From an optimization exercise on the open Yosys and OpenROAD flow, aimed at small area, a short achievable clock period and few clock cycles; shortcuts taken in it are not production practice. The RTL was checked by simulation tests, not by an equivalence proof against the original design. No activity file was given, so power comes from the tool's default toggle rates.

$ cat design/flow/design.v
module fau_modmul (
    input  wire         clk,
    input  wire         rst_n,
    input  wire         start,
    input  wire [255:0] x,
    input  wire [255:0] y,
    output reg          done,
    output wire [255:0] p
);
    localparam [256:0] P = 257'h030644e72e131a029b85045b68181585d2833e84879b9709143e1f593f0000001;
    reg         run;
    reg [7:0]   cnt;
    reg [255:0] acc;
    reg [255:0] xr;
    reg [255:0] yr;
    wire [256:0] dbl     = {acc, 1'b0};
    wire [256:0] dbl_red = (dbl >= P) ? dbl - P : dbl;
    wire [256:0] sum     = dbl_red + (yr[255] ? {1'b0, xr} : 257'd0);
    wire [256:0] sum_red = (sum >= P) ? sum - P : sum;
    assign p = acc;
    always @(posedge clk) begin
        if (!rst_n) begin
            run  <= 1'b0;
            done <= 1'b0;
            cnt  <= 8'd0;
        end else begin
            done <= 1'b0;
            if (start) begin
                run <= 1'b1;
                cnt <= 8'd0;
            end else if (run) begin
                cnt <= cnt + 8'd1;
                if (cnt == 8'd255) begin
                    run  <= 1'b0;
                    done <= 1'b1;
                end
            end
        end
    end
    always @(posedge clk) begin
        if (start) begin
            acc <= 256'd0;
            xr  <= x;
            yr  <= y;
        end else if (run) begin
            acc <= sum_red[255:0];
            yr  <= {yr[254:0], 1'b0};
        end
    end
endmodule
module fau_alu (
    input  wire         clk,
    input  wire         rst_n,
    input  wire         in_valid,
    output wire         in_ready,
    input  wire [2:0]   in_op,
    input  wire [255:0] in_a,
    input  wire [255:0] in_b,
    output wire         out_valid,
    input  wire         out_ready,
    output wire [255:0] out_y,
    output wire [2:0]   out_code
);
    localparam [256:0] P = 257'h030644e72e131a029b85045b68181585d2833e84879b9709143e1f593f0000001;
    localparam [253:0] E = 254'h30644e72e131a029b85045b68181585d2833e84879b9709143e1f593efffffff;
    localparam [2:0] OP_ADD = 3'd0, OP_SUB = 3'd1, OP_MUL = 3'd2,
                     OP_NEG = 3'd3, OP_INV = 3'd4, OP_CHK = 3'd5;
    localparam [2:0] C_OK = 3'd0, C_ILLEGAL = 3'd1, C_ARITH = 3'd3, C_REJECT = 3'd4;
    localparam [2:0] S_IDLE = 3'd0, S_EXEC = 3'd1, S_MUL = 3'd2,
                     S_INV = 3'd3, S_DONE = 3'd4;
    reg [2:0]   state;
    reg [2:0]   op_r;
    reg [255:0] a_r;
    reg [255:0] b_r;
    reg [255:0] y_r;
    reg [2:0]   code_r;
    reg [7:0]   ebit;       
    reg         inv_mula;   
    wire [256:0] add_s   = {1'b0, a_r} + {1'b0, b_r};
    wire [255:0] add_res = (add_s >= P) ? add_s[255:0] - P[255:0] : add_s[255:0];
    wire [255:0] sub_d   = a_r - b_r;
    wire [255:0] sub_res = (a_r >= b_r) ? sub_d : sub_d + P[255:0];
    wire [255:0] neg_res = (a_r == 256'd0) ? 256'd0 : P[255:0] - a_r;
    reg          mul_start;
    reg  [255:0] mul_x;
    reg  [255:0] mul_y;
    wire         mul_done;
    wire [255:0] mul_p;
    fau_modmul u_mul (
        .clk   (clk),
        .rst_n (rst_n),
        .start (mul_start),
        .x     (mul_x),
        .y     (mul_y),
        .done  (mul_done),
        .p     (mul_p)
    );
    wire inv_do_mula = !inv_mula && E[ebit];
    wire inv_last    = (ebit == 8'd0);
    always @(*) begin
        mul_start = 1'b0;
        mul_x     = a_r;
        mul_y     = b_r;
        if (state == S_EXEC && op_r == OP_MUL) begin
            mul_start = 1'b1;
        end else if (state == S_EXEC && op_r == OP_INV && a_r != 256'd0) begin
            mul_start = 1'b1;
            mul_y     = a_r;
        end else if (state == S_INV && mul_done) begin
            if (inv_do_mula) begin
                mul_start = 1'b1;
                mul_x     = mul_p;
                mul_y     = a_r;
            end else if (!inv_last) begin
                mul_start = 1'b1;
                mul_x     = mul_p;
                mul_y     = mul_p;
            end
        end
    end
    always @(posedge clk) begin
        if (!rst_n) begin
            state <= S_IDLE;
        end else begin
            case (state)
                S_IDLE: begin
                    if (in_valid) begin
                        op_r  <= in_op;
                        a_r   <= in_a;
                        b_r   <= in_b;
                        state <= S_EXEC;
                    end
                end
                S_EXEC: begin
                    code_r <= C_OK;
                    case (op_r)
                        OP_ADD: begin y_r <= add_res; state <= S_DONE; end
                        OP_SUB: begin y_r <= sub_res; state <= S_DONE; end
                        OP_NEG: begin y_r <= neg_res; state <= S_DONE; end
                        OP_MUL: state <= S_MUL;
                        OP_INV: begin
                            if (a_r == 256'd0) begin
                                y_r    <= 256'd0;
                                code_r <= C_ARITH;
                                state  <= S_DONE;
                            end else begin
                                ebit     <= 8'd252;
                                inv_mula <= 1'b0;
                                state    <= S_INV;
                            end
                        end
                        OP_CHK: begin
                            y_r    <= 256'd0;
                            code_r <= (a_r == b_r) ? C_OK : C_REJECT;
                            state  <= S_DONE;
                        end
                        default: begin
                            y_r    <= 256'd0;
                            code_r <= C_ILLEGAL;
                            state  <= S_DONE;
                        end
                    endcase
                end
                S_MUL: begin
                    if (mul_done) begin
                        y_r   <= mul_p;
                        state <= S_DONE;
                    end
                end
                S_INV: begin
                    if (mul_done) begin
                        if (inv_do_mula) begin
                            inv_mula <= 1'b1;
                        end else if (inv_last) begin
                            y_r   <= mul_p;
                            state <= S_DONE;
                        end else begin
                            inv_mula <= 1'b0;
                            ebit     <= ebit - 8'd1;
                        end
                    end
                end
                S_DONE: begin
                    if (out_ready) state <= S_IDLE;
                end
                default: state <= S_IDLE;
            endcase
        end
    end
    assign in_ready  = (state == S_IDLE);
    assign out_valid = (state == S_DONE);
    assign out_y     = y_r;
    assign out_code  = code_r;
endmodule
$ cat design/flow/run.sh
#!/bin/bash
# synth_recipe.tcl (not shown) runs the flow's synth.tcl, then flattens the netlist and writes it again
# the make line also repeats each setting of config.mk as NAME=value (left out here)
make -C /OpenROAD-flow-scripts/flow DESIGN_CONFIG=/design/flow/config.mk WORK_HOME=/design/flow/orfs CLKGATE_MAP_FILE= SYNTH_SCRIPT=/design/flow/synth_recipe.tcl finish
$ cat design/flow/config.mk
export PLATFORM = sky130hd
export DESIGN_NAME = fau_alu
export DESIGN_NICKNAME = fau_alu
export VERILOG_FILES = /design/flow/design.v
export SDC_FILE = /design/flow/constraint.sdc
export NUM_CORES = 8
export LEC_CHECK = 0
export CAP_MARGIN = 20
export CORE_MARGIN = 2
export CORE_UTILIZATION = 30
export PLACE_DENSITY = 0.35
export SLEW_MARGIN = 20
$ cat design/flow/constraint.sdc
create_clock -name core_clock -period 14.0 [get_ports {clk}]
set_input_delay 2.8000 -clock core_clock [delete_from_list [all_inputs] [get_ports {clk}]]
set_output_delay 2.8000 -clock core_clock [all_outputs]
set_load 0.01 [all_outputs]
==> reports/metrics.cfg <==
[critical_path]
crit_arrival_ns = 14.57
cpPeakStageDelay_ns = 0.70
cp.required_ns = 14.87
crit_path_end_kind = flop
start_kind = flop
path_common_cell = buf_4
r2r_setup_slack_ns = 0.30
crit_slowest_cell = or4b_2
critical_path_class = reg2reg
cp_max_fo = 28

[detailed_routing]
drtIter0Drc = 40300
viasPerCell = 6.59
finalWirelength_um = 1430000
antenna_left = 0
route.detailed.drc = 0
avgRoutedWirePerCell_um = 41.9
vias = 225000
first_pass_iters = 9

[pwr]
pwr-share-seq_pct = 12.3
netSwitchingFraction_pct = 57.3
intPower_mw = 22.2
power.density_nw_per_um2 = 243
clkPwrFrac_pct = 10.3
p_leak_nw = 78.3
combPwrFrac_pct = 77.4
irDropWorstVdd_mv = 0.215
p_switching_mw = 29.7

[clock_tree]
cts_buffers = 197
cts_tree = yes
clock_path_buffers = 4
path_clk_slew_ns = 0.06
hold_buffers = 0
clock-sinks = 1564
cts_max_level = 4
root_buffer = clkbuf_16
clk_latency_ns = 1.01

[timing]
tightestPinTransition_ns = 1.38
setup_viol = 0
fin_tns_setup_ns = 0
fmax_ghz = 0.0730
final_max_slew_viol_count = 0
slew_headroom_pct = 7.53
timing.hold.ws_ns = 0.463
layout_setup_ws_ns = 0.296
fin_crit_sh_pct = 97.9
period_minus_slack_ns = 13.70
hold_viol_final = 0
fin_skew_ns = 0.113

[yosys]
synthesis.nets = 25800
yosysSeqAreaShare_pct = 24.8
synth_ff_type = edfxtp_1
synthArstFlopShare_pct = 0
synth_top_area_share_pct = 21.8
ys_types = 146
ys_ff_latch = 1564
synthTopCellsByArea = edfxtp_1 22%, nand2_1 6.5%, nor2_1 5.9%
yosys.area.top_type = edfxtp_1
syn-instance-count = 24500
yosys_warnings = 2
synth_edf_count = 1295
syn-cell-area_um2 = 179000
avgSynthCellArea_um2 = 7.31

[cells_and_area]
syn_to_final_growth_pct = 19.8
final-instance-count-excl-fill = 34100
layout_common_cells = 3,104 x nand2_1, 2,813 x nor2_1, 2,007 x a21oi_1
num-nets-final = 27300
final_common_cell = nand2_1
utilization_pct = 36.0
drive_above_1_share_pct = 11.2

[placed_design]
dp.cells = 33600
post-place-ws_ns = -1.13
port_buffers = 779
routabilityCongestion = 1.13
place_hpwl_um = 1220000

[floorplan]
fp-row-count = 283
io_pins = 780
dieArea_um2 = 602000
coreArea_um2 = 594000
initial_core_util_pct = 30.1
die_h_um = 776
fp.dieW_um = 776

[status]
outcome = timing/DRC/antenna clean

[global_route]
grt_pass1_wl_um = 1860000
grt_use_total_pct = 44.9
grt_max_degree = 132
grt-ovfl-total = 0
grt_pass1_vias = 200000
antenna_found_initial = 203

[run]
maxCapViolations = 0

[min_path]
holdCritPathClass = reg2reg

logic make-up after synthesis:
group           count (synthesis)  share of synthesized area, %
flops                        1564                          24.8
fa+ha+maj                     788                          5.53
simple gates                10300                          27.6
mux                           175                         0.995
compound gates               7508                          27.2
xor+xnor                     1806                          8.88
buf+inv                      2297                          5.02
worst paths after layout:
kind,start,end,depth (start not counted)
worst min-delay path,u_mul.yr[230]$_DFFE_PP_,u_mul.yr[231]$_DFFE_PP_,2
worst max register to register,u_mul.acc[20]$_SDFFE_PN0P_,u_mul.acc[250]$_SDFFE_PN0P_,51
worst max-delay path,u_mul.acc[20]$_SDFFE_PN0P_,u_mul.acc[250]$_SDFFE_PN0P_,51
worst min register to register,u_mul.yr[230]$_DFFE_PP_,u_mul.yr[231]$_DFFE_PP_,2
synthesized netlist by cell type, drive strengths merged, types with 306 or more instances:
master  count
nand3     580
and2      498
clkbuf   1211
a221oi    306
ha        785
nor2     2833
o21ai    1920
a21o      343
edfxtp   1295
nand2    3113
nor3      709
xnor2    1187
inv       796
xor2      619
nand4     625
a21oi    2030
nor4      503
power groups by stage:
| stage | registers, mW | clock network [mW] | logic, mW |
|---|---|---|---|
| after detailed placement | 6.42 | 0 | 37.5 |
| after global routing | 6.40 | 5.56 | 41.4 |
| after floorplan | 6.13 | 0 | 19.9 |
| after CTS | 6.33 | 5.42 | 37.8 |
| after global placement | 6.43 | 0 | 37.9 |
| final | 6.39 | 5.34 | 40.2 |
metal layers:
layer | wire (um) | share of wire (%) | track usage, %
met1 | 629000 | 44 | 65.3
met2 | 496000 | 35 | 54.2
met3 | 233000 | 16 | 21.9
met4 | 68900 | 4.8 | 17.9
met5 | 1980 | 0.14 | 1.79
worst max-delay path: cells and delay by family (launching register included):
kind | cells | cell delay, ns
XOR/XNOR | 3 | 0.58
AND/OR/NAND/NOR | 21 | 6.05
adder cells (fa/ha/maj) | 1 | 0.51
AO/OA/AOI/OAI | 19 | 4.61
buffers and inverters | 7 | 1.45
flip-flops | 1 | 0.31
state kept, by name, indices dropped and copies added (netlist names), 3 cells and up:
register / count
op_r: 3
u_mul.yr: 256
b_r: 256
y_r: 256
u_mul.acc: 256
a_r: 256
state: 3
u_mul.xr: 256
u_mul.cnt: 8
ebit: 8
code_r: 3
stage by stage:
step	total power, mW	instance area (um^2)
finish	51.9	214000
CTS	49.6	213000
global placement	44.3	206000
floorplan	26.0	179000
detailed placement	43.9	206000
global route	53.3	214000
area by class of cell:
cell class | instances | area [um^2]
fill | 64200 | 380000
clock inverter | 125 | 1300
antenna | 165 | 413
inverter | 815 | 3080
tap | 7837 | 9810
clock buffer | 235 | 5130
sequential | 1564 | 44300
multi-input combinational | 20600 | 127000
timing repair buffer | 2788 | 23300
what timing repair did:
| item | 4_1_cts | 5_1_grt |
|---|---|---|
| pin swaps | 1 | 8 |
| setup buffers | 1 | 6 |
| endpoints found under the setup margin | 256 | 256 |
| resized for setup | 20 | 93 |
Testbench counts, summed over its fixed seeds: cycles 1,787,154.

## port drivers added, routing unchanged
The results above use ideal ports. As a check the final layout listed here was re-extracted and re-timed, cells and wires unchanged. Step 1 assumes that a clkbuf_16 drives the clock port and a buf_2 every other input. Step 2 also shifts input and output timing later by t, the mid clock arrival at the registers, as if the neighbouring blocks saw the same clock. Three values: ideal, step 1, step 2; two values: the first two.
t (ns): 1.109
setup slack, ns: 0.296 / 0.296 / 0.296
worst hold slack (ns): 0.463 / 0.463 / 0.463
worst register clock-pin slew, ns: 0.08 / 0.08
After both steps setup and hold are still met in this run. The setup slack of this run moves by 0.000 ns with the drivers and by 0.000 ns with both steps.
